Source: an optimization exercise on an open RTL-to-GDS flow (aim: small area, a short achievable clock period and few clock cycles). Production flows keep margins and buffers that such runs may drop. Where RTL was checked, it was by simulation tests only, not by an equivalence proof against the original. No functional check of the RTL was part of runs 1 and 3.

==> design/flow/design.v <==
module fsk_freq_table (
    input  wire [6:0]  idx,
    output reg  [12:0] tbl_freq,
    output reg  [7:0]  tbl_code
);
  always @(*) begin
    tbl_freq = 13'd1000 + {idx, 5'd0} + {1'b0, idx, 4'd0} + {5'd0, idx, 1'b0};
    if (idx < 7'd26)       tbl_code = {1'b0, idx} + 8'h41;
    else if (idx < 7'd52)  tbl_code = {1'b0, idx} + 8'h47;
    else if (idx < 7'd62)  tbl_code = {1'b0, idx} - 8'h04;
    else if (idx < 7'd67)  tbl_code = {1'b0, idx} + 8'h42;
    else                   tbl_code = 8'h00;
    if (idx > 7'd66) tbl_freq = 13'd0;
  end
endmodule
module fsk_f2s (
    input  wire        clk,
    input  wire        rst,           
    input  wire        in_valid,
    output wire        in_ready,
    input  wire [63:0] in_num,
    input  wire [63:0] in_den,
    input  wire [31:0] in_tol,
    input  wire        in_gate_en,
    input  wire [31:0] in_gate_lo,
    input  wire [31:0] in_gate_hi,
    output reg         out_valid,
    output reg  [1:0]  out_status,
    output reg  [7:0]  out_code,
    output reg  [6:0]  out_index
);
  localparam [1:0] ST_FOUND    = 2'd0;
  localparam [1:0] ST_NOTFOUND = 2'd1;
  localparam [1:0] ST_ILLEGAL  = 2'd2;
  localparam [1:0] ST_GATED    = 2'd3;
  parameter [6:0] REG_AFTER = 7'b111_1111;
  reg        v0;
  reg [63:0] n0, d0;
  reg [31:0] t0, lo0, hi0;
  reg        ge0;
  reg [5:0]  lz0;             
  reg        busy;            
  reg        rdy;             
  assign in_ready = rdy;
  wire proceed = v0 & ~busy;   
  function [3:0] lzc8(input [7:0] x);
    casez (x)
      8'b1???????: lzc8 = 4'd0;
      8'b01??????: lzc8 = 4'd1;
      8'b001?????: lzc8 = 4'd2;
      8'b0001????: lzc8 = 4'd3;
      8'b00001???: lzc8 = 4'd4;
      8'b000001??: lzc8 = 4'd5;
      8'b0000001?: lzc8 = 4'd6;
      8'b00000001: lzc8 = 4'd7;
      default:     lzc8 = 4'd8;
    endcase
  endfunction
  function [5:0] lzc64(input [63:0] x);
    reg [7:0] nz;
    reg [3:0] zb;
    reg [2:0] lb [0:7];
    integer k;
    begin
      for (k = 0; k < 8; k = k + 1) begin
        nz[k] = |x[8*k +: 8];
        lb[k] = lzc8(x[8*k +: 8]);
      end
      zb = lzc8(nz);
      lzc64 = {zb[2:0], lb[3'd7 - zb[2:0]]};
    end
  endfunction
  function [14:0] sat15(input [31:0] x);
    sat15 = (x[31:14] != 18'd0) ? 15'd16384 : {1'b0, x[13:0]};
  endfunction
  localparam MW = 53;
  localparam M_V = 0, M_FX = 1, M_FST = 2, M_SLOW = 4, M_PR = 5, M_GE = 7,
             M_LO = 8, M_HI = 23, M_T = 38;
  wire [79:0] fa_a = {1'b0, d0, 15'd0};
  wire [79:0] fa_b = ~{15'd0, n0, 1'b0};
  wire [79:0] fa_c = ~{16'd0, n0};
  wire [79:0] fa_s = fa_a ^ fa_b ^ fa_c;
  wire [79:0] fa_k = {(fa_a[78:0] & fa_b[78:0]) | (fa_a[78:0] & fa_c[78:0]) | (fa_b[78:0] & fa_c[78:0]), 1'b0};
  wire [79:0] fa_t = fa_s + fa_k + 80'd2;
  wire fast = ~fa_t[79];
  wire sat  = d0 <= {39'd0, n0[63:39]};
  wire q26  = d0 > {26'd0, n0[63:26]};     
  wire slow = ~fast & ~sat;
  wire ill  = (d0 == 64'd0);
  wire gz   = ge0 & (n0 == 64'd0);
  wire inj_slow1 = proceed & slow;
  wire [63:0]  dn = d0 << lz0;
  wire [103:0] xw = {40'd0, n0} << lz0;
  wire [77:0]  xn = fast ? xw[77:0] : (q26 ? xw[90:13] : xw[103:26]);
  reg [MW-1:0] ma_in;
  always @(*) begin
    ma_in = {MW{1'b0}};
    ma_in[M_V]  = proceed;
    ma_in[M_GE] = ge0;
    ma_in[M_LO +: 15] = gz ? 15'd16384 : sat15(lo0);
    ma_in[M_HI +: 15] = sat15(hi0);
    ma_in[M_T  +: 15] = sat15(t0);
    ma_in[M_FX] = sat;
    ma_in[M_FST +: 2] = ill ? ST_ILLEGAL : (ge0 ? ST_GATED : ST_NOTFOUND);
    ma_in[M_SLOW] = slow;
    ma_in[M_PR +: 2] = slow ? (q26 ? 2'd1 : 2'd2) : 2'd0;
  end
  reg [63:0]   a_s;
  reg [13:0]   a_b;
  reg [63:0]   a_d;
  reg [MW-1:0] a_m;
  always @(posedge clk) begin
    a_s <= xn[77:14];
    a_b <= xn[13:0];
    a_d <= dn;
    a_m[MW-1:1] <= ma_in[MW-1:1];
    a_m[0] <= rst ? 1'b0 : ma_in[0];
  end
  reg [31:0] lo_h, hi_h;
  reg [32:0] t1k_h;           
  reg        ge_h, p3_h;
  wire [64:0]   s_w [0:7];    
  wire [64:0]   c_w [0:7];
  wire [63:0]   d_w [0:7];    
  wire [13:0]   b_w [0:7];    
  wire [13:0]   p_w [0:7];    
  wire [13:0]   n_w [0:7];    
  wire [MW-1:0] m_w [0:7];
  wire [64:0]   sm = s_w[0];
  wire [64:0]   cm = c_w[0];
  wire [63:0]   dm = d_w[0];
  wire [13:0]   pm = p_w[0];
  wire [13:0]   nm = n_w[0];
  wire [MW-1:0] mm = m_w[0];
  wire mv    = mm[M_V];
  wire mslow = mm[M_SLOW];
  wire [1:0] mpr = mm[M_PR+1:M_PR];
  wire inj_rec = mv & mslow & (mpr != 2'd0);
  wire [MW-1:0] mp = m_w[1];
  reg rec_r, rec_n;
  wire rec_nx = ~rst & mp[M_V] & mp[M_SLOW] & (mp[M_PR+1:M_PR] != 2'd0);
  always @(posedge clk) begin
    rec_r <= rec_nx;
    rec_n <= ~rec_nx;
  end
  reg [MW-1:0] m_st;
  always @(*) begin
    m_st = a_m;
    if (inj_rec) begin
      m_st = mm;
      m_st[M_PR +: 2] = mpr - 2'd1;
    end
  end
  assign s_w[7] = rec_n ? {1'b0, a_s} : sm;
  assign c_w[7] = rec_n ? 65'd0 : cm;
  assign b_w[7] = rec_n ? a_b : 14'd0;
  assign d_w[7] = rec_n ? a_d : dm;
  assign p_w[7] = 14'd0;
  assign n_w[7] = 14'd0;
  assign m_w[7] = m_st;
  genvar j;
  generate
    for (j = 6; j >= 0; j = j - 1) begin : g_step
      wire [64:0] s = s_w[j+1];
      wire [64:0] c = c_w[j+1];
      wire [63:0] d = d_w[j+1];
      wire [66:0] a  = {s, b_w[j+1][2*j+1:2*j]};
      wire [66:0] bb = {c, 2'b00};
      wire [6:0] at, bt;
      if (j == 6) begin : g_top6
        assign at = rec_r ? sm[64:58] : {1'b0, a_s[63:58]};
        assign bt = rec_r ? cm[64:58] : 7'd0;
      end else begin : g_top
        assign at = a[66:60];
        assign bt = bb[66:60];
      end
      wire [2:0] di = d[62:60];
      reg signed [6:0] m2, m1, m0, mn;
      always @(*) begin
        case (di)
          3'd0: begin m2 = 7'sd12; m1 = 7'sd3; m0 = -7'sd5;  mn = -7'sd13; end
          3'd1: begin m2 = 7'sd14; m1 = 7'sd4; m0 = -7'sd6;  mn = -7'sd15; end
          3'd2: begin m2 = 7'sd15; m1 = 7'sd4; m0 = -7'sd6;  mn = -7'sd16; end
          3'd3: begin m2 = 7'sd16; m1 = 7'sd4; m0 = -7'sd7;  mn = -7'sd18; end
          3'd4: begin m2 = 7'sd18; m1 = 7'sd5; m0 = -7'sd8;  mn = -7'sd20; end
          3'd5: begin m2 = 7'sd19; m1 = 7'sd5; m0 = -7'sd8;  mn = -7'sd21; end
          3'd6: begin m2 = 7'sd20; m1 = 7'sd5; m0 = -7'sd9;  mn = -7'sd23; end
          default: begin m2 = 7'sd22; m1 = 7'sd6; m0 = -7'sd10; mn = -7'sd25; end
        endcase
      end
      wire signed [6:0] es = at + bt;    
      wire ge2 = es >= m2;
      wire ge1 = es >= m1;
      wire ge0_ = es >= m0;
      wire gen = es >= mn;
      wire qpos = ge1;                  
      wire qneg = ~ge0_;                
      wire mag2 = ge2 | ~gen;           
      wire mag1 = (ge1 & ~ge2) | (gen & ~ge0_);   
      wire [64:0] mag = ({65{mag2}} & {d, 1'b0}) | ({65{mag1}} & {1'b0, d});
      wire [64:0] x   = {65{qpos}} ^ mag;
      wire [64:0] sn  = a[64:0] ^ bb[64:0] ^ x;
      wire [64:0] cn  = {(a[63:0] & bb[63:0]) | (a[63:0] & x[63:0]) | (bb[63:0] & x[63:0]), qpos};
      wire [13:0] pn  = p_w[j+1] | ({12'd0, qpos & mag2, qpos & mag1} << (2*j));
      wire [13:0] nn  = n_w[j+1] | ({12'd0, qneg & mag2, qneg & mag1} << (2*j));
      if (REG_AFTER[j]) begin : g_reg
        reg [64:0]   s_q, c_q;
        reg [63:0]   d_q;
        reg [13:0]   b_q, p_q, n_q;
        reg [MW-1:0] m_q;
        always @(posedge clk) begin
          s_q <= sn;
          c_q <= cn;
          d_q <= d;
          b_q <= b_w[j+1];
          p_q <= pn;
          n_q <= nn;
          m_q[MW-1:1] <= m_w[j+1][MW-1:1];
          m_q[0] <= rst ? 1'b0 : m_w[j+1][0];
        end
        assign s_w[j] = s_q;
        assign c_w[j] = c_q;
        assign d_w[j] = d_q;
        assign b_w[j] = b_q;
        assign p_w[j] = p_q;
        assign n_w[j] = n_q;
        assign m_w[j] = m_q;
      end else begin : g_comb
        assign s_w[j] = sn;
        assign c_w[j] = cn;
        assign d_w[j] = d;
        assign b_w[j] = b_w[j+1];
        assign p_w[j] = pn;
        assign n_w[j] = nn;
        assign m_w[j] = m_w[j+1];
      end
    end
  endgenerate
  reg [29:0] acc;
  wire [14:0] pdig = {1'b0, pm} - {1'b0, nm};
  reg  [14:0] pd_r;
  reg         rec_d;
  always @(posedge clk) begin
    pd_r  <= pdig;
    rec_d <= inj_rec;
  end
  wire [65:0] wsum = {sm[64], sm} + {cm[64], cm};
  wire        wneg = wsum[64];
  wire        wz   = ((sm ^ cm) == {sm[63:0] | cm[63:0], 1'b0});
  wire [14:0] qlow = pdig - {14'd0, wneg};
  reg        f1_v, f1_fx, f1_ge, f1_rnz, s1_v;
  reg [1:0]  f1_fst;
  reg [14:0] f1_q;
  reg [14:0] f1_lo, f1_hi, f1_t;
  always @(posedge clk) begin
    f1_v    <= rst ? 1'b0 : (mv & ~mslow);
    s1_v    <= rst ? 1'b0 : (mv & mslow & (mpr == 2'd0));
    f1_fx   <= mm[M_FX];
    f1_fst  <= mm[M_FST +: 2];
    f1_ge   <= mm[M_GE];
    f1_rnz  <= ~wz;
    f1_q    <= qlow;
    f1_lo   <= mm[M_LO +: 15];
    f1_hi   <= mm[M_HI +: 15];
    f1_t    <= mm[M_T  +: 15];
  end
  wire [43:0] q_sc   = {acc, 14'd0} + {{29{f1_q[14]}}, f1_q};
  wire [39:0] q_full = p3_h ? q_sc[41:2] : q_sc[40:1];
  wire        rnz_s  = f1_rnz | q_sc[0] | (p3_h & q_sc[1]);
  reg  [39:0] sa_q;
  reg         sa_rnz, sa_v;
  always @(posedge clk) begin
    sa_v   <= rst ? 1'b0 : s1_v;
    sa_q   <= q_full;
    sa_rnz <= rnz_s;
  end
  wire gok_s = (sa_q >= {8'd0, lo_h}) &
               ((sa_q < {8'd0, hi_h}) | ((sa_q == {8'd0, hi_h}) & ~sa_rnz));
  wire signed [41:0] wp = {2'b00, sa_q} - {9'd0, t1k_h};   
  wire        w_le0 = (wp < 0) | ((wp == 0) & ~sa_rnz);
  wire        w_big = sa_rnz ? (wp > 3299) : (wp > 3300);
  wire [12:0] w49   = wp[12:0] + 13'd49 + {12'd0, sa_rnz};
  reg         sc_v, sc_gated;
  reg  [12:0] sc_v49;
  always @(posedge clk) begin
    sc_v     <= rst ? 1'b0 : sa_v;
    sc_gated <= ge_h & ~gok_s;
    sc_v49   <= w_le0 ? 13'd0 : (w_big ? 13'd3400 : w49);
  end
  wire done_slow = sc_v;
  always @(posedge clk) begin
    if (rst) begin
      v0   <= 1'b0;
      busy <= 1'b0;
      rdy  <= 1'b1;
    end else begin
      if (~(v0 & busy)) v0 <= in_valid;
      if (inj_slow1) busy <= 1'b1;
      else if (done_slow) busy <= 1'b0;
      rdy <= ~((~(v0 & busy) ? in_valid : v0) & (inj_slow1 | (busy & ~done_slow)));
    end
    if (~(v0 & busy)) begin
      n0  <= in_num;
      d0  <= in_den;
      t0  <= in_tol;
      lo0 <= in_gate_lo;
      hi0 <= in_gate_hi;
      ge0 <= in_gate_en;
      lz0 <= lzc64(in_den);
    end
    if (~busy) begin
      lo_h  <= lo0;
      hi_h  <= hi0;
      t1k_h <= {1'b0, t0} + 33'd1000;
      ge_h  <= ge0;
      p3_h  <= ~q26;
      acc   <= 30'd0;
    end else if (rec_d) begin
      acc <= {acc[15:0], 14'd0} + {{15{pd_r[14]}}, pd_r};
    end
  end
  wire [14:0] q_f  = {1'b0, f1_q[13:0]};    
  wire [14:0] qc_f = q_f + {14'd0, f1_rnz};
  wire gok_f = (q_f >= f1_lo) & (qc_f <= f1_hi);
  wire signed [15:0] v49_f = {1'b0, qc_f} - {1'b0, f1_t} - 16'd951;
  wire signed [15:0] s_f   = {1'b0, q_f}  + {1'b0, f1_t} - 16'd1000;
  reg        f2_v, f2_fx, f2_gated;
  reg [1:0]  f2_fst;
  reg [15:0] f2_v49, f2_s;
  always @(posedge clk) begin
    f2_v     <= rst ? 1'b0 : f1_v;
    f2_fx    <= f1_fx;
    f2_fst   <= f1_fst;
    f2_gated <= f1_ge & ~gok_f;
    f2_v49   <= v49_f;
    f2_s     <= s_f;
  end
  wire [6:0] d50_base [0:63];
  wire [6:0] d50_t1   [0:63];
  genvar h;
  generate
    for (h = 0; h < 64; h = h + 1) begin : g_d50
      assign d50_base[h] = (64 * h) / 50;
      assign d50_t1[h]   = 50 * ((64 * h) / 50 + 1) - 64 * h;
    end
  endgenerate
  function [6:0] div50(input [11:0] x, input [6:0] base, input [6:0] t1);
    reg [7:0] t2;
    begin
      t2 = {1'b0, t1} + 8'd50;
      div50 = base + {6'd0, {1'b0, x[5:0]} >= t1} + {6'd0, {2'b00, x[5:0]} >= t2};
    end
  endfunction
  wire        g_fx    = sc_v ? 1'b0 : f2_fx;
  wire        g_gated = sc_v ? sc_gated : f2_gated;
  wire [15:0] g_v49   = sc_v ? {3'b000, sc_v49} : f2_v49;
  wire [15:0] g_s     = sc_v ? 16'd3300 : f2_s;
  wire signed [15:0] g_v49s = g_v49;
  wire signed [15:0] g_ss   = g_s;
  reg        f3_v, f3_fx, f3_gated, f3_vbig, f3_sbig, f3_sneg, f3_vle0;
  reg [1:0]  f3_fst;
  reg [5:0]  f3_vl, f3_sl;
  reg [6:0]  f3_vb, f3_vt, f3_sb, f3_st;
  always @(posedge clk) begin
    f3_v     <= rst ? 1'b0 : (f2_v | sc_v);
    f3_fx    <= g_fx;
    f3_fst   <= f2_fst;
    f3_gated <= g_gated;
    f3_vbig  <= g_v49s > 16'sd3349;
    f3_vle0  <= g_v49s <= 16'sd49;
    f3_sbig  <= g_ss >= 16'sd3300;
    f3_sneg  <= g_s[15];
    f3_vl    <= g_v49[5:0];
    f3_vb    <= d50_base[g_v49[11:6]];
    f3_vt    <= d50_t1[g_v49[11:6]];
    f3_sl    <= f2_s[5:0];
    f3_sb    <= d50_base[f2_s[11:6]];
    f3_st    <= d50_t1[f2_s[11:6]];
  end
  wire [6:0] f3_ia = f3_vle0 ? 7'd0 : div50({6'd0, f3_vl}, f3_vb, f3_vt);
  wire [6:0] f3_ib = div50({6'd0, f3_sl}, f3_sb, f3_st);
  wire found = ~f3_vbig & (f3_sbig | (~f3_sneg & (f3_ia <= f3_ib)));
  wire [12:0] tbl_freq;
  wire [7:0]  tbl_code;
  fsk_freq_table u_table (
      .idx      (f3_ia),
      .tbl_freq (tbl_freq),
      .tbl_code (tbl_code)
  );
  always @(posedge clk) begin
    out_valid <= rst ? 1'b0 : f3_v;
    if (f3_fx) begin
      out_status <= f3_fst;
      out_code   <= 8'd0;
      out_index  <= 7'd0;
    end else if (f3_gated) begin
      out_status <= ST_GATED;
      out_code   <= 8'd0;
      out_index  <= 7'd0;
    end else if (found) begin
      out_status <= ST_FOUND;
      out_code   <= tbl_code;
      out_index  <= f3_ia;
    end else begin
      out_status <= ST_NOTFOUND;
      out_code   <= 8'd0;
      out_index  <= 7'd0;
    end
  end
endmodule
==> design/flow/run.sh <==
#!/bin/bash
# synth_recipe.tcl (not shown) runs the flow's synth.tcl, then flattens the netlist and writes it again
# the make line also repeats each setting of config.mk as NAME=value (left out here)
make -C /OpenROAD-flow-scripts/flow DESIGN_CONFIG=/design/flow/config.mk WORK_HOME=/design/flow/orfs CLKGATE_MAP_FILE= SYNTH_SCRIPT=/design/flow/synth_recipe.tcl finish
==> design/flow/config.mk <==
export PLATFORM = sky130hd
export DESIGN_NAME = fsk_f2s
export DESIGN_NICKNAME = fsk_f2s
export VERILOG_FILES = /design/flow/design.v
export SDC_FILE = /design/flow/constraint.sdc
export NUM_CORES = 4
export LEC_CHECK = 0
export CAP_MARGIN = 20
export CORE_MARGIN = 2
export CORE_UTILIZATION = 60
export PLACE_DENSITY = 0.7
export SLEW_MARGIN = 20
==> design/flow/constraint.sdc <==
create_clock -name core_clock -period 18.0 [get_ports {clk}]
set_input_delay 3.6000 -clock core_clock [delete_from_list [all_inputs] [get_ports {clk}]]
set_output_delay 3.6000 -clock core_clock [all_outputs]
set_load 0.01 [all_outputs]
==> impl_metrics.env, run 1 <==
export IMPL_status="no timing/DRC/antenna violations"
export IMPL_cts_htree_levels=5
export IMPL_synthMuxAreaShare=0.05674
export IMPL_path_max_fanout=53
export IMPL_drv_cap=0
export IMPL_tns_ns=0
export IMPL_pre_cts_slack_ns=10.64
export IMPL_wl_per_cell_um=22.89
export IMPL_hold_end="g_step[5].g_reg.m_q[10]$_DFF_P_"
export IMPL_hold_viol=0
export IMPL_synth_simple_area_share=0.08195
export IMPL_synthArstFlopShare=0
export IMPL_clock_fmax_mhz=150.3
export IMPL_min_period_ns=6.655
export IMPL_skew_ns=0.08068
export IMPL_synth_compound_area_frac=0.09773
export IMPL_ioPinCount=247
export IMPL_grt_antenna_before_repair=20
export IMPL_clk_path_buf_depth=4
export IMPL_grt_pass1_vias=86550
export IMPL_post_cts_buffers=0
export IMPL_max_stage_delay_ns=0.90
export IMPL_required_ns=18.82
export IMPL_rsz0062_at_grt="false"
export IMPL_worst_path_buf_inv=4
export IMPL_worstSkewPairLatency_ns=0.96
export IMPL_grt_util_all_layers=0.3293
export IMPL_synth_seq_cells=2681
export IMPL_netlist_area_um2=122800
export IMPL_die_area_um2=208200
export IMPL_worst_setup_path_type="flop to flop"
export IMPL_setup_viol=0
export IMPL_drt_total_wl_um=343600
export IMPL_synth_top_family_by_area="adder cells"
export IMPL_portBuffers=246
export IMPL_areaGrowthSynthToFinish_pct=11.50
export IMPL_rr_startpoint="rec_n$_DFF_P_"
export IMPL_period_share=0.3697
export IMPL_grt_pass1_wl_um=524600
export IMPL_layout_drive_gt1_share=0.06333
export IMPL_initial_core_util=0.6018
export IMPL_grt_max_degree=143
export IMPL_drt_first_pass_iters=6
export IMPL_clk_pin_slew_ns=0.07
export IMPL_r2r_slack_ns=11.35
export IMPL_cp_start_kind="flop"
export IMPL_final_fill_count=15620
export IMPL_layout_nets=13660
export IMPL_die_w_um=456.3
export IMPL_via_count=84240
export IMPL_cts_tree="yes"
export IMPL_r2r_end="g_step[6].g_reg.s_q[41]$_DFF_P_"
export IMPL_stdcell_count=15010
export IMPL_cp_cell_sequence="buf_4 -> mux2i_1 -> nor2_1 -> a21oi_1 -> ha_1 -> nand2b_1 -> a21o_1 -> a21o_1 -> o41a_2 -> buf_4 -> a21oi_4 -> buf_4 -> o22ai_1 -> xnor2_1 -> fa_1 -> inv_1"
export IMPL_hold_path_depth=0
export IMPL_slew_headroom=0.1165
export IMPL_clock_root_buffer="clkbuf_16"
export IMPL_cp_data_arrival_time_ns=7.48
export IMPL_fp_dieH_um=456.3
export IMPL_syn_inst=11950
export IMPL_endpoint_kind="flop"
export IMPL_core_um2=204000
export IMPL_min_delay_start="g_step[6].g_reg.m_q[10]$_DFF_P_"
export IMPL_dp_cells=14520
export IMPL_rr_worst_depth=16
export IMPL_worst_pin_slew_ns=1.313
export IMPL_drt_iter0_drc=7445
export IMPL_yosysSeqAreaShare=0.4641
export IMPL_yosys_warnings=3
export IMPL_grt_overflow_total=0
export IMPL_synthFlopType="dfxtp_1"
export IMPL_cts_sinks=2681
export IMPL_drv_slew=0
export IMPL_setup_slack_ns=11.35
export IMPL_worstHoldPathType="flop to flop"
export IMPL_ant_nets=0
export IMPL_num_rows=166
export IMPL_dp_hpwl_um=260800
export IMPL_whs_ns=0.2769
export IMPL_synth_fa_ha_area_frac=0.1642
export IMPL_ctsResizeCount=0
export IMPL_synth_distinct_cells=94
export IMPL_cp_common_cell="buf_4"
export IMPL_numCtsBuffers=284
export IMPL_critPathTopFamily="compound AO/OA/AOI/OAI gates"
export IMPL_slowest_stage="a21oi_4"
export IMPL_synth_edf_count=330
export IMPL_synth_xor_area_frac=0.05244
export IMPL_synth_nets=13490
export IMPL_drc=0
export IMPL_route_detailed_vias_per_inst=5.611
export IMPL_gp_congestion=1.002
export IMPL_postCtsHoldBufs=0
export IMPL_syn_area_per_cell_um2=10.27
-- worst max-delay path by stage --
stage	end	depth (start not counted)	from
6_report	g_step[6].g_reg.s_q[41]$_DFF_P_	16	rec_n$_DFF_P_
5_1_grt	g_step[6].g_reg.s_q[56]$_DFF_P_	18	rec_n$_DFF_P_
4_1_cts	g_step[6].g_reg.s_q[41]$_DFF_P_	16	rec_n$_DFF_P_
3_5_place_dp	lz0[1]$_DFFE_PN_	9	in_den[60]
3_3_place_gp	lz0[2]$_DFFE_PN_	9	in_den[60]
2_1_floorplan	d0[0]$_DFFE_PN_	2	busy$_SDFFE_PP0P_
-- Yosys cell counts, types with 39 or more instances --
cell      instances  area share
o21a_1           44      0.0027
xnor2_1         275       0.020
nand3_1         106      0.0043
nor3_1           95      0.0039
xor2_1          460       0.033
a21oi_1         378       0.015
fa_1            498       0.081
mux2i_1         364       0.030
and2_1          114      0.0058
mux2_2           97      0.0089
nor2_1          568       0.017
o22ai_1         110      0.0056
mux4_2           99       0.018
a31oi_1          50      0.0025
nand4_1          81      0.0041
a22oi_1         395       0.024
edfxtp_1        330       0.081
nor4_1           75      0.0038
nor2b_1          88      0.0045
nand2b_1        154      0.0078
inv_1          2237       0.068
a211oi_1         39      0.0024
dfxtp_1        2351        0.38
clkbuf_1        330       0.010
o21ai_0         379       0.015
ha_1            814       0.083
nand2_1         718       0.022
buf_1            80      0.0024
a21o_1          160      0.0098
-- kinds of logic (layout without fill, tap and decap cells) --
group           after synthesis  count (layout)
compound gates             1835            1835
xor+xnor                    735             735
fa+ha+maj                  1312            1312
buf+inv                    2687            3054
flops                      2681            2681
mux                         560             560
other cells                   1              10
simple gates               2138            2138
-- worst reg2reg max path, delay by kind of cell, from the launching register on --
kind	cells	cell delay, ns
compound gates	6	2.11
xor+xnor	1	0.19
fa+ha+maj	2	0.78
buf+inv	4	1.62
flops	1	0.75
mux	1	0.75
simple gates	2	0.38
-- state kept, by name (all words and copies together) (netlist names), 32 cells and up --
name and cells:
g_step.g_reg.p_q 56, t1k_h 33, lo0 32, t0 32, a_m 53, a_s 64, lo_h 32, g_step.g_reg.m_q 371
d0 64, sa_q 40, hi0 32, hi_h 32, n0 64, g_step.g_reg.s_q 455, g_step.g_reg.d_q 448, g_step.g_reg.c_q 455
g_step.g_reg.n_q 56, a_d 64
-- layout make-up --
cell class	count	area, µm²	area share
clock buffer	386	8102	0.05919
multi-input combinational	6581	55700	0.4070
antenna	9	22.52	0.0001645
inverter	2245	8432	0.06160
timing repair buffer	324	3065	0.02240
clock inverter	99	1201	0.008776
sequential	2681	56980	0.4163
tap	2688	3363	0.02457
-- per-layer routing --
metal | global-route usage | up-vias | wire (µm)
met1 | 0.4388 | 41090 | 145100
met2 | 0.5304 | 3040 | 158200
met4 | 0.1485 | 10 | 16960
li1 | - | 39310 | -
met3 | 0.05246 | 792 | 23300
met5 | 0 | - | 67
-- cells in the final DEF, fill, tap and decap left out, types with 73 or more instances in the layout --
cell and instances:
buf_4 75, nand2_1 717, a21oi_1 377, xor2_1 460
ha_1 814, nor3_1 94, clkdlybuf4s50_1 246, nor2_1 567
fa_1 498, nand4_1 81, xnor2_1 274, nor2b_1 88
inv_1 2235, dfxtp_1 2348, mux4_2 99, nor4_1 73
mux2_2 97, o22ai_1 110, nand3_1 106, a21o_1 160
a22oi_1 395, o21ai_0 378, edfxtp_1 330, nand2b_1 154
clkbuf_16 290, mux2i_1 363, and2_1 114
-- through the flow --
step / cell area [µm²] / util
2_1_floorplan: 122800 / -
3_3_place_gp: 127500 / 0.6252
3_5_place_dp: 127500 / 0.6253
4_1_cts: 136800 / 0.6709
5_1_grt: 136900 / 0.6710
6_report: 136900 / 0.6711
==> run 2, diff against run 1 <==
--- a/design/flow/design.v
+++ b/design/flow/design.v
@@ -112,7 +112,6 @@
   always @(posedge clk) begin
     a_s <= xn[77:14];
     a_b <= xn[13:0];
-    a_d <= dn;
     a_m[MW-1:1] <= ma_in[MW-1:1];
     a_m[0] <= rst ? 1'b0 : ma_in[0];
   end
@@ -142,6 +141,7 @@
   always @(posedge clk) begin
     rec_r <= rec_nx;
     rec_n <= ~rec_nx;
+    a_d   <= rec_nx ? d_w[1] : dn;
   end
   reg [MW-1:0] m_st;
   always @(*) begin
@@ -154,7 +154,7 @@
   assign s_w[7] = rec_n ? {1'b0, a_s} : sm;
   assign c_w[7] = rec_n ? 65'd0 : cm;
   assign b_w[7] = rec_n ? a_b : 14'd0;
-  assign d_w[7] = rec_n ? a_d : dm;
+  assign d_w[7] = a_d;
   assign p_w[7] = 14'd0;
   assign n_w[7] = 14'd0;
   assign m_w[7] = m_st;
==> run 2 against run 1 <==
Compared with the run above: clock skew up 0.0069 ns; die area shrank 1.5%; routed wire length up 0.73%; sequential share of layout area fell by 0.38 points; global-route usage increased by 0.77 points; highest routed layer unchanged; still clean; synthesized cell count is 1.0% lower; via count decreased by 0.86%.
==> impl_metrics.env, run 2 <==
export IMPL_via_count=83520
export IMPL_ant_nets=0
export IMPL_status="no timing/DRC/antenna violations"
export IMPL_pre_cts_slack_ns=11.00
export IMPL_die_area_um2=205100
export IMPL_rr_worst_depth=15
export IMPL_grt_overflow_total=0
export IMPL_tns_ns=0
export IMPL_gp_congestion=1.046
export IMPL_fp_dieH_um=452.9
export IMPL_rsz0062_at_grt="false"
export IMPL_required_ns=18.65
export IMPL_ioPinCount=247
export IMPL_grt_antenna_before_repair=18
export IMPL_hold_path_depth=0
export IMPL_worst_pin_slew_ns=1.168
export IMPL_synth_nets=13370
export IMPL_r2r_end="g_step[6].g_reg.s_q[16]$_DFF_P_"
export IMPL_postCtsHoldBufs=0
export IMPL_cp_data_arrival_time_ns=6.68
export IMPL_drt_first_pass_iters=9
export IMPL_clk_pin_slew_ns=0.06
export IMPL_route_detailed_vias_per_inst=5.620
export IMPL_yosysSeqAreaShare=0.4607
export IMPL_r2r_slack_ns=12.34
export IMPL_synth_top_area_share=0.3787
export IMPL_netlist_area_um2=120900
export IMPL_clock_root_buffer="clkbuf_16"
export IMPL_yosys_warnings=3
export IMPL_drt_total_wl_um=346100
export IMPL_wl_per_cell_um=23.29
export IMPL_worstSkewPairLatency_ns=0.95
export IMPL_synthFlopType="dfxtp_1"
export IMPL_clk_path_buf_depth=4
export IMPL_dp_hpwl_um=262200
export IMPL_num_rows=164
export IMPL_numCtsBuffers=281
export IMPL_slew_headroom=0.2160
export IMPL_synthArstFlopShare=0
export IMPL_final_fill_count=15140
export IMPL_portBuffers=246
export IMPL_reg_top3="g_step.g_reg.c_q x455, g_step.g_reg.s_q x455, g_step.g_reg.d_q x384"
export IMPL_min_period_ns=6.032
export IMPL_layout_nets=13540
export IMPL_synth_distinct_cells=93
export IMPL_drc=0
export IMPL_synth_largest_area_cell="dfxtp_1"
export IMPL_core_um2=200100
export IMPL_yosys_top_cells_count="dfxtp_1, inv_1, ha_1, nand2_1, nor2_1"
export IMPL_synth_edf_count=330
export IMPL_syn_inst=11830
export IMPL_cts_sinks=2617
export IMPL_endpoint_kind="flop"
export IMPL_rr_startpoint="rec_r$_DFF_P_"
export IMPL_cts_htree_levels=5
export IMPL_syn_area_per_cell_um2=10.22
export IMPL_setup_slack_ns=11.97
export IMPL_ctsResizeCount=0
export IMPL_stdcell_count=14860
export IMPL_dp_cells=14370
export IMPL_grt_util_all_layers=0.3370
export IMPL_path_max_fanout=5
export IMPL_finish_utilization=0.6749
export IMPL_grt_pass1_wl_um=521900
export IMPL_layout_drive_gt1_share=0.06370
export IMPL_final_common_cell="dfxtp_1"
export IMPL_hold_end="g_step[4].g_reg.m_q[35]$_DFF_P_"
export IMPL_grt_pass1_vias=84900
export IMPL_areaGrowthSynthToFinish_pct=11.68
export IMPL_die_w_um=452.9
export IMPL_post_cts_buffers=0
export IMPL_whs_ns=0.2756
export IMPL_min_delay_start="g_step[5].g_reg.m_q[35]$_DFF_P_"
export IMPL_worstHoldPathType="flop to flop"
export IMPL_skew_ns=0.08760
export IMPL_synth_seq_cells=2617
export IMPL_worst_setup_path_type="input pin to flop"
export IMPL_synth_area_top_cells="dfxtp_1, ha_1, fa_1"
export IMPL_period_share=0.3351
export IMPL_mostFrequentLayoutCells="dfxtp_1, inv_1, ha_1"
export IMPL_cp_start_kind="input pin"
export IMPL_cts_tree="yes"
export IMPL_initial_core_util=0.6043
export IMPL_grt_max_degree=140
export IMPL_drv_slew=0
export IMPL_crit_start="in_den[1]"
export IMPL_clock_fmax_mhz=165.8
export IMPL_drt_iter0_drc=7572
export IMPL_yosysMostFrequentCell="dfxtp_1"
export IMPL_hold_viol=0
export IMPL_drv_cap=0
export IMPL_setup_viol=0
[run 2: cell types whose count changed in the layout (fill, tap and decap cells not counted), moves of 29 or more]
cell and delta:
a21oi_1 +29, a22oi_1 +53, dfxtp_1 -64, inv_1 -54, mux2i_1 -48, nand2_1 +60
o21ai_0 +36, o22ai_1 -73, xnor2_1 -71, xor2_1 +85
[run 2: kinds of logic (layout without fill, tap and decap cells)]
logic type,after synthesis,in the layout,synth area share
buffers and inverters,2621,2990,0.08156
flip-flops,2617,2617,0.4607
AND/OR/NAND/NOR,2154,2154,0.08278
AO/OA/AOI/OAI,1859,1859,0.09992
adder cells (fa/ha/maj),1313,1313,0.1668
XOR/XNOR,749,749,0.05426
multiplexers,514,514,0.05401
other,1,9,0.00003102
[run 2: per-layer routing]
layer,global-route usage,vias to the layer above,share of wire
met5,0,-,0.00017
met4,0.1449,8,0.048
met3,0.06074,764,0.071
met2,0.5491,3030,0.47
met1,0.4412,40790,0.41
li1,-,38920,-
[run 2: through the flow]
step / area, µm²
4_1_cts: 134900
3_3_place_gp: 125800
5_1_grt: 135000
3_5_place_dp: 125800
6_report: 135000
2_1_floorplan: 120900
[run 2: worst max-delay path, stage by stage]
cell	delay, ns
clkdlybuf4s50_1	0.47
nor4_1	0.70
nand3_1	0.20
o21ai_0	0.67
inv_1	0.21
a221o_1	0.36
a31oi_1	0.21
o21ai_0	0.14
o21a_1	0.12
[run 2: cell type report]
type / count / area (µm²) / share of cell area
flip-flops and latches: 2617 / 55700 / 0.4125
multi-input cells: 6590 / 55520 / 0.4112
inverters: 2189 / 8222 / 0.06089
clock buffers: 390 / 8133 / 0.06023
well taps: 2656 / 3323 / 0.02461
repair buffers: 324 / 3114 / 0.02306
clock inverters: 87 / 994.7 / 0.007367
diodes: 8 / 20.02 / 0.0001483
[run 2: how the worst max path moves through the flow]
stage	endpoint	slack, ns
global placement	lz0[1]$_DFFE_PN_	10.99
finish	lz0[1]$_DFFE_PN_	11.97
floorplan	d0[0]$_DFFE_PN_	11.83
CTS	lz0[1]$_DFFE_PN_	11.93
detailed placement	lz0[1]$_DFFE_PN_	11.00
global route	lz0[1]$_DFFE_PN_	11.64
Testbench counts of run 2, summed over its fixed seeds: cycles 4,922.
==> run 3, diff against run 2 <==
--- a/design/flow/design.v
+++ b/design/flow/design.v
@@ -112,6 +112,7 @@
   always @(posedge clk) begin
     a_s <= xn[77:14];
     a_b <= xn[13:0];
+    a_d <= dn;
     a_m[MW-1:1] <= ma_in[MW-1:1];
     a_m[0] <= rst ? 1'b0 : ma_in[0];
   end
@@ -141,7 +142,6 @@
   always @(posedge clk) begin
     rec_r <= rec_nx;
     rec_n <= ~rec_nx;
-    a_d   <= rec_nx ? d_w[1] : dn;
   end
   reg [MW-1:0] m_st;
   always @(*) begin
@@ -154,7 +154,7 @@
   assign s_w[7] = rec_n ? {1'b0, a_s} : sm;
   assign c_w[7] = rec_n ? 65'd0 : cm;
   assign b_w[7] = rec_n ? a_b : 14'd0;
-  assign d_w[7] = a_d;
+  assign d_w[7] = rec_n ? a_d : dm;
   assign p_w[7] = 14'd0;
   assign n_w[7] = 14'd0;
   assign m_w[7] = m_st;
==> design/flow/config.mk (replaced) <==
export PLATFORM = sky130hd
export DESIGN_NAME = fsk_f2s
export DESIGN_NICKNAME = fsk_f2s
export VERILOG_FILES = /design/flow/design.v
export SDC_FILE = /design/flow/constraint.sdc
export NUM_CORES = 4
export LEC_CHECK = 0
export CAP_MARGIN = 5
export CORE_MARGIN = 2
export CORE_UTILIZATION = 70
export CTS_BUF_LIST = sky130_fd_sc_hd__clkbuf_8
export CTS_CLUSTER_SIZE = 30
export PLACE_DENSITY = 0.78
export SLEW_MARGIN = 5
==> run 3 against run 2 <==
Compared with the run above: hold slack lost 0.025 ns; non-clock buffer count decreased by 7; worst setup slack lost 0.91 ns; design area rose by 0.60%; sequential share of layout area up 0.70 points; synthesized cell count rose by 1.0%; clock-buffer cell count up 118; largest cell class unchanged; synthesized area is 1.5% higher; clock skew increased by 0.045 ns; via count up 7.5%; critical path type is now flop to flop.
==> impl_metrics.env, run 3 <==
export IMPL_fp_dieH_um=422.8
export IMPL_grt_max_degree=103
export IMPL_yosys_top_cells_count="dfxtp_1, inv_1, ha_1, nand2_1, nor2_1"
export IMPL_cp_data_arrival_time_ns=7.93
export IMPL_worstSkewPairLatency_ns=1.16
export IMPL_rr_worst_depth=15
export IMPL_synth_seq_cells=2681
export IMPL_wl_per_cell_um=24.96
export IMPL_min_period_ns=6.938
export IMPL_yosysMostFrequentCell="dfxtp_1"
export IMPL_drt_total_wl_um=371400
export IMPL_fin_area_um2=135800
export IMPL_postCtsHoldBufs=0
export IMPL_r2r_slack_ns=11.06
export IMPL_num_rows=153
export IMPL_worstHoldPathType="flop to flop"
export IMPL_tns_ns=0
export IMPL_final_common_cell="dfxtp_1"
export IMPL_drt_first_pass_iters=9
export IMPL_syn_area_per_cell_um2=10.27
export IMPL_die_w_um=422.8
export IMPL_numCtsBuffers=410
export IMPL_grt_antenna_before_repair=17
export IMPL_via_count=89760
export IMPL_cts_tree="yes"
export IMPL_hold_viol=0
export IMPL_dpl_cell_area_um2=127000
export IMPL_ioPinCount=247
export IMPL_post_cts_buffers=0
export IMPL_synth_distinct_cells=94
export IMPL_synth_top_area_share=0.3834
export IMPL_clk_pin_slew_ns=0.08
export IMPL_synthArstFlopShare=0
export IMPL_drc=0
export IMPL_gp_congestion=1.010
export IMPL_yosysSeqAreaShare=0.4641
export IMPL_core_um2=174000
export IMPL_required_ns=18.99
export IMPL_setup_viol=0
export IMPL_r2r_end="g_step[6].g_reg.s_q[32]$_DFF_P_"
export IMPL_route_detailed_vias_per_inst=6.032
export IMPL_drv_cap=0
export IMPL_skew_ns=0.1321
export IMPL_grt_pass1_wl_um=560500
export IMPL_ctsResizeCount=0
export IMPL_cts_htree_levels=5
export IMPL_synth_nets=13490
export IMPL_grt_pass1_vias=93370
export IMPL_yosys_warnings=3
export IMPL_final_fill_count=10120
export IMPL_rsz0062_at_grt="false"
export IMPL_cp_common_cell="a21o_1"
export IMPL_clock_root_buffer="clkbuf_8"
export IMPL_max_stage_delay_ns=1.23
export IMPL_drt_iter0_drc=9964
export IMPL_rr_startpoint="rec_n$_DFF_P_"
export IMPL_netlist_area_um2=122800
export IMPL_slew_headroom=0.09926
export IMPL_initial_core_util=0.7054
export IMPL_drv_slew=0
export IMPL_synthFlopType="dfxtp_1"
export IMPL_grt_util_all_layers=0.4124
export IMPL_syn_inst=11950
export IMPL_cp_start_kind="flop"
export IMPL_crit_start="rec_n$_DFF_P_"
export IMPL_layout_nets=13780
export IMPL_synth_area_top_cells="dfxtp_1, ha_1, fa_1"
export IMPL_mostFrequentLayoutCells="dfxtp_1, inv_1, ha_1"
export IMPL_status="no timing/DRC/antenna violations"
export IMPL_path_max_fanout=102
export IMPL_crit_end="g_step[6].g_reg.s_q[32]$_DFF_P_"
export IMPL_cp_cell_sequence="buf_12 -> mux2i_1 -> clkinv_1 -> nor2_1 -> a21oi_1 -> ha_1 -> a21o_1 -> a21o_1 -> o41a_2 -> a21oi_4 -> buf_4 -> o22ai_1 -> xnor2_1 -> fa_1 -> inv_1"
export IMPL_period_share=0.3854
export IMPL_cts_sinks=2681
export IMPL_clock_fmax_mhz=144.1
export IMPL_worst_setup_path_type="flop to flop"
export IMPL_portBuffers=246
export IMPL_areaGrowthSynthToFinish_pct=10.65
export IMPL_endpoint_kind="flop"
export IMPL_synth_largest_area_cell="dfxtp_1"
export IMPL_layout_drive_gt1_share=0.07586
export IMPL_dp_hpwl_um=259100
export IMPL_clk_path_buf_depth=4
export IMPL_worst_pin_slew_ns=1.348
export IMPL_slowest_stage="a21oi_4"
export IMPL_die_area_um2=178700
export IMPL_ant_nets=0
export IMPL_grt_overflow_total=0
export IMPL_synth_edf_count=330
export IMPL_reg_top3="g_step.g_reg.c_q x455, g_step.g_reg.s_q x455, g_step.g_reg.d_q x448"
## run 3: cell families after synthesis
group,Yosys count,synth area share
buffers and inverters,2687,0.08278
DFF,2681,0.4641
and+or+nand+nor,2138,0.08195
AOI/OAI and AO/OA,1835,0.09773
adders and majority gates,1312,0.1642
xor gates and xnor gates,735,0.05244
muxes,560,0.05674
other,1,0.00003055
## run 3: worst min path at each step
stage,startpoint,slack [ns],end,cells after the start
3_3_place_gp,g_step[6].g_reg.m_q[16]$_DFF_P_,0.31,g_step[5].g_reg.m_q[16]$_DFF_P_,0
5_1_grt,g_step[5].g_reg.m_q[10]$_DFF_P_,0.26,g_step[4].g_reg.m_q[10]$_DFF_P_,0
4_1_cts,g_step[3].g_reg.m_q[21]$_DFF_P_,0.27,g_step[2].g_reg.m_q[21]$_DFF_P_,0
6_report,g_step[3].g_reg.m_q[21]$_DFF_P_,0.25,g_step[2].g_reg.m_q[21]$_DFF_P_,0
2_1_floorplan,b_w[2][0]$_DFF_P_,0.31,b_w[1][0]$_DFF_P_,0
3_5_place_dp,b_w[5][5]$_DFF_P_,0.31,b_w[4][5]$_DFF_P_,0
## run 3: cell type report
class,count,area [µm²],share of cell area
sequential,2681,56980,0.4195
multi-input combinational,6581,55700,0.4101
inverter,2245,8432,0.06208
clock buffer,508,6992,0.05147
timing repair buffer,317,3008,0.02214
tap,2325,2909,0.02142
clock inverter,217,1795,0.01322
antenna,7,17.52,0.0001290
## run 3: stage by stage
stage	worst slack [ns]	hold slack [ns]	utilization	cells
global placement	10.73	0.3095	0.7299	14150
floorplan	11.86	0.3096	-	11950
global route	10.93	0.2644	0.7806	14880
CTS	11.22	0.2666	0.7804	14870
finish	11.06	0.2503	0.7806	14880
detailed placement	10.68	0.3121	0.7299	14150
## run 3: per-layer routing
layer,track usage,part of all wire,up-vias,routed length [µm]
li1,-,-,39620,-
met4,0.2580,0.073,10,27170
met2,0.6625,0.46,5341,171800
met1,0.5081,0.37,43310,137800
met5,0,0.00019,-,70
met3,0.08859,0.093,1475,34530
## run 3: critical path: cells and delay by family (launching register included)
kind	cells	cell delay (ns)
buf+inv	4	1.47
xor+xnor	1	0.21
simple gates	1	0.21
fa+ha+maj	2	0.80
compound gates	6	2.76
mux	1	0.32
flops	1	0.86
==> run 4, diff against run 3 <==
--- a/design/flow/design.v
+++ b/design/flow/design.v
@@ -70,12 +70,12 @@
       lzc64 = {zb[2:0], lb[3'd7 - zb[2:0]]};
     end
   endfunction
-  function [14:0] sat15(input [31:0] x);
-    sat15 = (x[31:14] != 18'd0) ? 15'd16384 : {1'b0, x[13:0]};
+  function [13:0] sat14(input [31:0] x);
+    sat14 = (x[31:14] != 18'd0) ? 14'd16383 : x[13:0];
   endfunction
-  localparam MW = 53;
+  localparam MW = 50;
   localparam M_V = 0, M_FX = 1, M_FST = 2, M_SLOW = 4, M_PR = 5, M_GE = 7,
-             M_LO = 8, M_HI = 23, M_T = 38;
+             M_LO = 8, M_HI = 22, M_T = 36;
   wire [79:0] fa_a = {1'b0, d0, 15'd0};
   wire [79:0] fa_b = ~{15'd0, n0, 1'b0};
   wire [79:0] fa_c = ~{16'd0, n0};
@@ -97,9 +97,9 @@
     ma_in = {MW{1'b0}};
     ma_in[M_V]  = proceed;
     ma_in[M_GE] = ge0;
-    ma_in[M_LO +: 15] = gz ? 15'd16384 : sat15(lo0);
-    ma_in[M_HI +: 15] = sat15(hi0);
-    ma_in[M_T  +: 15] = sat15(t0);
+    ma_in[M_LO +: 14] = gz ? 14'd16383 : sat14(lo0);
+    ma_in[M_HI +: 14] = sat14(hi0);
+    ma_in[M_T  +: 14] = sat14(t0);
     ma_in[M_FX] = sat;
     ma_in[M_FST +: 2] = ill ? ST_ILLEGAL : (ge0 ? ST_GATED : ST_NOTFOUND);
     ma_in[M_SLOW] = slow;
@@ -112,7 +112,6 @@
   always @(posedge clk) begin
     a_s <= xn[77:14];
     a_b <= xn[13:0];
-    a_d <= dn;
     a_m[MW-1:1] <= ma_in[MW-1:1];
     a_m[0] <= rst ? 1'b0 : ma_in[0];
   end
@@ -142,6 +141,7 @@
   always @(posedge clk) begin
     rec_r <= rec_nx;
     rec_n <= ~rec_nx;
+    a_d   <= rec_nx ? d_w[1] : dn;
   end
   reg [MW-1:0] m_st;
   always @(*) begin
@@ -154,7 +154,7 @@
   assign s_w[7] = rec_n ? {1'b0, a_s} : sm;
   assign c_w[7] = rec_n ? 65'd0 : cm;
   assign b_w[7] = rec_n ? a_b : 14'd0;
-  assign d_w[7] = rec_n ? a_d : dm;
+  assign d_w[7] = a_d;
   assign p_w[7] = 14'd0;
   assign n_w[7] = 14'd0;
   assign m_w[7] = m_st;
@@ -251,7 +251,7 @@
   reg        f1_v, f1_fx, f1_ge, f1_rnz, s1_v;
   reg [1:0]  f1_fst;
   reg [14:0] f1_q;
-  reg [14:0] f1_lo, f1_hi, f1_t;
+  reg [13:0] f1_lo, f1_hi, f1_t;
   always @(posedge clk) begin
     f1_v    <= rst ? 1'b0 : (mv & ~mslow);
     s1_v    <= rst ? 1'b0 : (mv & mslow & (mpr == 2'd0));
@@ -260,9 +260,9 @@
     f1_ge   <= mm[M_GE];
     f1_rnz  <= ~wz;
     f1_q    <= qlow;
-    f1_lo   <= mm[M_LO +: 15];
-    f1_hi   <= mm[M_HI +: 15];
-    f1_t    <= mm[M_T  +: 15];
+    f1_lo   <= mm[M_LO +: 14];
+    f1_hi   <= mm[M_HI +: 14];
+    f1_t    <= mm[M_T  +: 14];
   end
   wire [43:0] q_sc   = {acc, 14'd0} + {{29{f1_q[14]}}, f1_q};
   wire [39:0] q_full = p3_h ? q_sc[41:2] : q_sc[40:1];
@@ -321,9 +321,9 @@
   end
   wire [14:0] q_f  = {1'b0, f1_q[13:0]};    
   wire [14:0] qc_f = q_f + {14'd0, f1_rnz};
-  wire gok_f = (q_f >= f1_lo) & (qc_f <= f1_hi);
-  wire signed [15:0] v49_f = {1'b0, qc_f} - {1'b0, f1_t} - 16'd951;
-  wire signed [15:0] s_f   = {1'b0, q_f}  + {1'b0, f1_t} - 16'd1000;
+  wire gok_f = (q_f >= {1'b0, f1_lo}) & (qc_f <= {1'b0, f1_hi});
+  wire signed [15:0] v49_f = {1'b0, qc_f} - {2'b00, f1_t} - 16'd951;
+  wire signed [15:0] s_f   = {1'b0, q_f}  + {2'b00, f1_t} - 16'd1000;
   reg        f2_v, f2_fx, f2_gated;
   reg [1:0]  f2_fst;
   reg [15:0] f2_v49, f2_s;
@@ -337,20 +337,15 @@
   end
   wire [6:0] d50_base [0:63];
   wire [6:0] d50_t1   [0:63];
+  wire [7:0] d50_t2   [0:63];
   genvar h;
   generate
     for (h = 0; h < 64; h = h + 1) begin : g_d50
       assign d50_base[h] = (64 * h) / 50;
       assign d50_t1[h]   = 50 * ((64 * h) / 50 + 1) - 64 * h;
+      assign d50_t2[h]   = 50 * ((64 * h) / 50 + 2) - 64 * h;
     end
   endgenerate
-  function [6:0] div50(input [11:0] x, input [6:0] base, input [6:0] t1);
-    reg [7:0] t2;
-    begin
-      t2 = {1'b0, t1} + 8'd50;
-      div50 = base + {6'd0, {1'b0, x[5:0]} >= t1} + {6'd0, {2'b00, x[5:0]} >= t2};
-    end
-  endfunction
   wire        g_fx    = sc_v ? 1'b0 : f2_fx;
   wire        g_gated = sc_v ? sc_gated : f2_gated;
   wire [15:0] g_v49   = sc_v ? {3'b000, sc_v49} : f2_v49;
@@ -359,8 +354,8 @@
   wire signed [15:0] g_ss   = g_s;
   reg        f3_v, f3_fx, f3_gated, f3_vbig, f3_sbig, f3_sneg, f3_vle0;
   reg [1:0]  f3_fst;
-  reg [5:0]  f3_vl, f3_sl;
-  reg [6:0]  f3_vb, f3_vt, f3_sb, f3_st;
+  reg [6:0]  f3_vb, f3_sb;
+  reg        f3_v1, f3_v2, f3_s1, f3_s2;
   always @(posedge clk) begin
     f3_v     <= rst ? 1'b0 : (f2_v | sc_v);
     f3_fx    <= g_fx;
@@ -370,15 +365,15 @@
     f3_vle0  <= g_v49s <= 16'sd49;
     f3_sbig  <= g_ss >= 16'sd3300;
     f3_sneg  <= g_s[15];
-    f3_vl    <= g_v49[5:0];
     f3_vb    <= d50_base[g_v49[11:6]];
-    f3_vt    <= d50_t1[g_v49[11:6]];
-    f3_sl    <= f2_s[5:0];
+    f3_v1    <= {1'b0, g_v49[5:0]} >= d50_t1[g_v49[11:6]];
+    f3_v2    <= {2'b00, g_v49[5:0]} >= d50_t2[g_v49[11:6]];
     f3_sb    <= d50_base[f2_s[11:6]];
-    f3_st    <= d50_t1[f2_s[11:6]];
+    f3_s1    <= {1'b0, f2_s[5:0]} >= d50_t1[f2_s[11:6]];
+    f3_s2    <= {2'b00, f2_s[5:0]} >= d50_t2[f2_s[11:6]];
   end
-  wire [6:0] f3_ia = f3_vle0 ? 7'd0 : div50({6'd0, f3_vl}, f3_vb, f3_vt);
-  wire [6:0] f3_ib = div50({6'd0, f3_sl}, f3_sb, f3_st);
+  wire [6:0] f3_ia = f3_vle0 ? 7'd0 : f3_vb + {6'd0, f3_v1} + {6'd0, f3_v2};
+  wire [6:0] f3_ib = f3_sb + {6'd0, f3_s1} + {6'd0, f3_s2};
   wire found = ~f3_vbig & (f3_sbig | (~f3_sneg & (f3_ia <= f3_ib)));
   wire [12:0] tbl_freq;
   wire [7:0]  tbl_code;
==> design/flow/config.mk (replaced) <==
export PLATFORM = sky130hd
export DESIGN_NAME = fsk_f2s
export DESIGN_NICKNAME = fsk_f2s
export VERILOG_FILES = /design/flow/design.v
export SDC_FILE = /design/flow/constraint.sdc
export NUM_CORES = 4
export LEC_CHECK = 0
export CAP_MARGIN = 20
export CORE_MARGIN = 2
export CORE_UTILIZATION = 60
export PLACE_DENSITY = 0.7
export SLEW_MARGIN = 20
==> run 4 against run 3 <==
Compared with the run above: die area increased by 14%; sequential cell count decreased by 109; worst setup slack improved by 0.64 ns; sequential share of layout area decreased by 1.1 points; critical endpoint is now lz0[1]$_DFFE_PN_.
==> impl_metrics.env, run 4 <==
export IMPL_endpoint_kind="flop"
export IMPL_drv_cap=0
export IMPL_route_detailed_vias_per_inst=5.671
export IMPL_portBuffers=246
export IMPL_yosysSeqAreaShare=0.4553
export IMPL_clock_fmax_mhz=158.7
export IMPL_drt_iter0_drc=7582
export IMPL_via_count=84310
export IMPL_drt_total_wl_um=347200
export IMPL_ioPinCount=247
export IMPL_synth_edf_count=330
export IMPL_synthFlopType="dfxtp_1"
export IMPL_worstSkewPairLatency_ns=0.94
export IMPL_layout_nets=13540
export IMPL_numCtsBuffers=279
export IMPL_path_max_fanout=9
export IMPL_synth_top_area_share=0.3730
export IMPL_cts_htree_levels=5
export IMPL_drc=0
export IMPL_fp_dieH_um=451.8
export IMPL_setup_viol=0
export IMPL_grt_max_degree=147
export IMPL_mostFrequentLayoutCells="dfxtp_1, inv_1, ha_1"
export IMPL_clock_root_buffer="clkbuf_16"
export IMPL_pre_cts_slack_ns=10.89
export IMPL_syn_area_per_cell_um2=10.15
export IMPL_grt_antenna_before_repair=24
export IMPL_slew_headroom=0.1742
export IMPL_synth_largest_area_cell="dfxtp_1"
export IMPL_core_um2=199500
export IMPL_reg_top3="g_step.g_reg.c_q x455, g_step.g_reg.s_q x455, g_step.g_reg.d_q x384"
export IMPL_layout_drive_gt1_share=0.06122
export IMPL_yosysMostFrequentCell="dfxtp_1"
export IMPL_hold_viol=0
export IMPL_worst_pin_slew_ns=1.204
export IMPL_drt_first_pass_iters=6
export IMPL_ant_nets=0
export IMPL_skew_ns=0.08742
export IMPL_gp_congestion=1.011
export IMPL_yosys_warnings=3
export IMPL_tns_ns=0
export IMPL_synth_area_top_cells="dfxtp_1, ha_1, fa_1"
export IMPL_initial_core_util=0.6034
export IMPL_cts_sinks=2572
export IMPL_period_share=0.3500
export IMPL_final_common_cell="dfxtp_1"
export IMPL_clk_pin_slew_ns=0.06
export IMPL_synth_seq_cells=2572
export IMPL_cts_tree="yes"
export IMPL_setup_slack_ns=11.70
export IMPL_drv_slew=0
export IMPL_areaGrowthSynthToFinish_pct=11.61
export IMPL_synthArstFlopShare=0
export IMPL_grt_util_all_layers=0.3383
export IMPL_post_cts_buffers=0
export IMPL_min_period_ns=6.300
export IMPL_yosys_top_cells_count="dfxtp_1, inv_1, ha_1, nand2_1, nor2_1"
export IMPL_final_fill_count=15180
export IMPL_die_area_um2=204200
export IMPL_postCtsHoldBufs=0
export IMPL_wl_per_cell_um=23.35
export IMPL_status="no timing/DRC/antenna violations"
export IMPL_worst_setup_path_type="input pin to flop"
export IMPL_die_w_um=451.8
export IMPL_cp_start_kind="input pin"
export IMPL_worstHoldPathType="flop to flop"
export IMPL_finish_utilization=0.6734
export IMPL_syn_inst=11850
export IMPL_hold_path_depth=0
export IMPL_rr_worst_depth=14
export IMPL_grt_pass1_vias=85500
export IMPL_grt_overflow_total=0
export IMPL_num_rows=164
export IMPL_clk_path_buf_depth=4
export IMPL_required_ns=18.71
export IMPL_cp_data_arrival_time_ns=7.01
export IMPL_ctsResizeCount=0
export IMPL_rsz0062_at_grt="false"
export IMPL_grt_pass1_wl_um=524200
export IMPL_netlist_area_um2=120300
export IMPL_dp_hpwl_um=261700
export IMPL_synth_nets=13390
export IMPL_synth_distinct_cells=93
run 4: changes by cell type after synthesis, moves of 31 or more:
cell      previous run  this run
o21ai_0            379       444
xnor2_1            275       234
nor2_1             568       515
dfxtp_1           2351      2242
a22oi_1            395       466
a21oi_1            378       434
mux2i_1            364       282
a21o_1             160       129
o22ai_1            110        42
nand2b_1           154       202
inv_1             2237      2175
xor2_1             460       496
and2_1             114        53
nand2_1            718       783
run 4: final timing paths:
path	to	slack, ns	startpoint
max	lz0[1]$_DFFE_PN_	11.70	in_den[43]
min	g_step[5].g_reg.m_q[42]$_DFF_P_	0.27	g_step[6].g_reg.m_q[42]$_DFF_P_
max reg2reg	a_s[4]$_DFF_P_	12.06	d0[17]$_DFFE_PN_
min reg2reg	g_step[5].g_reg.m_q[42]$_DFF_P_	0.27	g_step[6].g_reg.m_q[42]$_DFF_P_
run 4: layout make-up:
type,instances,area (µm²),area share
tap,2656,3323,0.02474
sequential,2572,54800,0.4080
clock inverter,99,1192,0.008878
clock buffer,379,7975,0.05938
antenna,9,22.52,0.0001677
inverter,2181,8192,0.06099
timing repair buffer,324,3073,0.02288
multi-input combinational,6647,55730,0.4149
run 4: critical path, cell delays in order:
cell	delay (ns)
clkdlybuf4s50_1	0.46
or4_1	0.61
nor4b_1	0.51
nand2_1	0.14
inv_1	0.15
a21oi_1	0.22
buf_4	0.25
o41ai_1	0.67
a221oi_1	0.16
a41oi_1	0.24
run 4: logic make-up (layout without fill, tap and decap cells):
logic type / after synthesis / in the layout / share of synthesized area
compound gates: 2008 / 2008 / 0.1094
xor+xnor: 730 / 730 / 0.05313
fa+ha+maj: 1309 / 1309 / 0.1671
buf+inv: 2632 / 2983 / 0.08254
flops: 2572 / 2572 / 0.4553
mux: 456 / 456 / 0.04872
other cells: 1 / 10 / 0.00003116
simple gates: 2143 / 2143 / 0.08374
run 4: per-layer routing:
layer / vias to the layer above / part of all wire / GRT usage
li1: 39130 / - / -
met1: 41130 / 0.42 / 0.4482
met2: 3229 / 0.46 / 0.5402
met3: 794 / 0.075 / 0.06322
met4: 22 / 0.051 / 0.1534
met5: - / 0.00038 / 0
run 4: metrics by stage:
step | hold WS (ns) | std cells | instance area, µm²
2_1_floorplan | 0.3096 | 11850 | 120300
3_3_place_gp | 0.3095 | 14380 | 125100
3_5_place_dp | 0.3121 | 14380 | 125100
4_1_cts | 0.2698 | 14860 | 134300
5_1_grt | 0.2815 | 14860 | 134300
6_report | 0.2736 | 14870 | 134300
Testbench counts of run 4, summed over its fixed seeds: cycles 4,922.
==> run 5, diff against run 4 <==
--- a/design/flow/config.mk
+++ b/design/flow/config.mk
@@ -8,5 +8,7 @@
 export CAP_MARGIN = 20
 export CORE_MARGIN = 2
 export CORE_UTILIZATION = 60
+export CTS_CLUSTER_DIAMETER = 90
+export CTS_CLUSTER_SIZE = 24
 export PLACE_DENSITY = 0.7
 export SLEW_MARGIN = 20
==> run 5 against run 4 <==
Compared with the run above: still clean on timing, DRC and antenna; via count is 1.7% lower; die area is the same; final cell count is 2.0% lower; hold slack gained 0.0085 ns; clock skew down 0.028 ns; non-clock buffer count unchanged; synthesized area is the same.
==> impl_metrics.env, run 5 <==
export IMPL_grt_pass1_wl_um=512800
export IMPL_grt_pass1_vias=83080
export IMPL_drv_cap=0
export IMPL_fp_dieH_um=451.8
export IMPL_numCtsBuffers=134
export IMPL_areaGrowthSynthToFinish_pct=7.431
export IMPL_drt_first_pass_iters=6
export IMPL_die_area_um2=204200
export IMPL_cp_data_arrival_time_ns=6.95
export IMPL_synth_area_top_cells="dfxtp_1, ha_1, fa_1"
export IMPL_rr_worst_depth=15
export IMPL_rsz0062_at_grt="false"
export IMPL_cts_sinks=2572
export IMPL_synth_distinct_cells=93
export IMPL_clk_pin_slew_ns=0.09
export IMPL_clock_fmax_mhz=159.8
export IMPL_dp_hpwl_um=261700
export IMPL_via_count=82840
export IMPL_drt_total_wl_um=338700
export IMPL_grt_use_met2=0.5296
export IMPL_synth_edf_count=330
export IMPL_netlist_area_um2=120300
export IMPL_grtUsageMet3=0.05031
export IMPL_path_max_fanout=9
export IMPL_mostFrequentLayoutCells="dfxtp_1, inv_1, ha_1"
export IMPL_tns_ns=0
export IMPL_die_w_um=451.8
export IMPL_yosys_warnings=3
export IMPL_worstSkewPairLatency_ns=0.87
export IMPL_drc=0
export IMPL_yosysSeqAreaShare=0.4553
export IMPL_reg_top3="g_step.g_reg.c_q x455, g_step.g_reg.s_q x455, g_step.g_reg.d_q x384"
export IMPL_setup_viol=0
export IMPL_period_share=0.3477
export IMPL_top_usage_layer="met2"
export IMPL_cts_tree="yes"
export IMPL_layout_drive_gt1_share=0.04172
export IMPL_min_period_ns=6.258
export IMPL_yosys_top_cells_count="dfxtp_1, inv_1, ha_1, nand2_1, nor2_1"
export IMPL_synth_nets=13390
export IMPL_postCtsHoldBufs=0
export IMPL_portBuffers=246
export IMPL_status="no timing/DRC/antenna violations"
export IMPL_post_cts_buffers=0
export IMPL_worst_setup_path_type="input pin to flop"
export IMPL_wl_per_cell_um=23.24
export IMPL_synth_seq_cells=2572
export IMPL_ant_nets=0
export IMPL_syn_inst=11850
export IMPL_drv_slew=0
export IMPL_grt_overflow_total=0
export IMPL_grt_max_degree=147
export IMPL_route_detailed_vias_per_inst=5.683
export IMPL_hold_path_depth=0
export IMPL_synth_largest_area_cell="dfxtp_1"
export IMPL_cts_htree_levels=4
export IMPL_clock_root_buffer="clkbuf_16"
export IMPL_syn_area_per_cell_um2=10.15
export IMPL_num_rows=164
export IMPL_synth_top_area_share=0.3730
export IMPL_skew_ns=0.05959
export IMPL_grt_util_all_layers=0.3309
export IMPL_worstHoldPathType="flop to flop"
export IMPL_final_fill_count=15910
export IMPL_clk_path_buf_depth=3
export IMPL_required_ns=18.69
export IMPL_core_um2=199500
export IMPL_synthArstFlopShare=0
export IMPL_synthFlopType="dfxtp_1"
export IMPL_drt_iter0_drc=7245
export IMPL_pre_cts_slack_ns=10.89
export IMPL_slew_headroom=0.1784
export IMPL_final_common_cell="dfxtp_1"
export IMPL_setup_slack_ns=11.74
export IMPL_grt_antenna_before_repair=22
export IMPL_layout_nets=13400
export IMPL_cp_start_kind="input pin"
export IMPL_ctsResizeCount=0
export IMPL_ioPinCount=247
export IMPL_hold_viol=0
export IMPL_worst_pin_slew_ns=1.232
export IMPL_grt_util_met1=0.4490
export IMPL_yosysMostFrequentCell="dfxtp_1"
export IMPL_gp_congestion=1.011
export IMPL_endpoint_kind="flop"
export IMPL_initial_core_util=0.6034
==> run 5: cell families after synthesis <==
kind of cell / share of synthesized area
buf+inv: 0.08254
xor+xnor: 0.05313
fa+ha+maj: 0.1671
other cells: 0.00003116
compound gates: 0.1094
flops: 0.4553
simple gates: 0.08374
mux: 0.04872
==> run 5: layout make-up <==
cell class / count / area, µm² / share of cell area
Tap cell: 2656 / 3323 / 0.02571
Clock inverter: 37 / 710.7 / 0.005497
Antenna cell: 7 / 17.52 / 0.0001355
Multi-Input combinational cell: 6647 / 55730 / 0.4311
Clock buffer: 152 / 3441 / 0.02661
Sequential cell: 2572 / 54800 / 0.4239
Inverter: 2181 / 8192 / 0.06336
Timing Repair Buffer: 324 / 3073 / 0.02377
==> run 5: worst max-delay path: stages <==
cell,delay (ns)
clkdlybuf4s50_1,0.46
or4_1,0.60
nor4b_1,0.52
nand2_1,0.14
inv_1,0.14
a21oi_1,0.21
buf_4,0.24
o41ai_1,0.66
a221oi_1,0.16
a41oi_1,0.21
==> run 5: final timing paths <==
path	from	end	slack [ns]
max	in_den[43]	lz0[1]$_DFFE_PN_	11.74
min	g_step[5].g_reg.m_q[18]$_DFF_P_	g_step[4].g_reg.m_q[18]$_DFF_P_	0.28
max reg2reg	n0[31]$_DFFE_PN_	a_s[4]$_DFF_P_	12.14
min reg2reg	g_step[5].g_reg.m_q[18]$_DFF_P_	g_step[4].g_reg.m_q[18]$_DFF_P_	0.28
==> run 5: routing by layer <==
| metal | wire [µm] | share of wire |
|---|---|---|
| met1 | 144500 | 0.43 |
| met2 | 154700 | 0.46 |
| met3 | 23120 | 0.068 |
| met4 | 16230 | 0.048 |
| met5 | 153 | 0.00045 |
==> run 5: per-stage QoR <==
stage / cells / cell area (µm²) / hold WS (ns) / utilization
floorplan: 11850 / 120300 / 0.3096 / -
global placement: 14380 / 125100 / 0.3095 / 0.6272
detailed placement: 14380 / 125100 / 0.3121 / 0.6272
CTS: 14570 / 129300 / 0.2895 / 0.6480
global route: 14570 / 129300 / 0.2892 / 0.6481
finish: 14580 / 129300 / 0.2821 / 0.6482

afterwards: timing with drivers on the ports:
Ports are ideal in the flow. The routed layouts listed here were re-timed in OpenROAD. Step 1 (the two cells are an assumption about what drives the block):
set clk [get_ports {clk}]
set_driving_cell -lib_cell sky130_fd_sc_hd__clkbuf_16 $clk
set_driving_cell -lib_cell sky130_fd_sc_hd__buf_2 [delete_from_list [all_inputs] $clk]
Step 2 times the ports against the registers' clock, not the clock port: input delays grow and output delays shrink by t, the midpoint of the rising clock arrivals with the driver on. Three values: ideal ports, drivers, drivers and shift; two values: the first two.
| run | shift t [ns] | slack for setup (ns) | hold slack, ns | worst register clock-pin slew, ns |
|---|---|---|---|---|
| run 1 | 1.010 | 11.345 / 11.345 / 10.638 | 0.277 / 0.277 / 0.277 | 0.07 / 0.07 |
| run 2 | 1.001 | 11.968 / 12.033 / 11.032 | 0.276 / 0.276 / 0.276 | 0.07 / 0.07 |
| run 3 | 1.189 | 11.063 / 11.063 / 10.600 | 0.250 / 0.250 / 0.250 | 0.08 / 0.08 |
| run 4 | 0.993 | 11.700 / 11.772 / 10.779 | 0.274 / 0.274 / 0.274 | 0.07 / 0.07 |
| run 5 | 0.931 | 11.742 / 11.814 / 10.883 | 0.282 / 0.282 / 0.282 | 0.10 / 0.10 |
After both steps setup and hold are still met in every run listed. For run 2, which loses most, drivers alone change the setup slack by +0.065 ns; drivers and shift together by -0.936 ns.
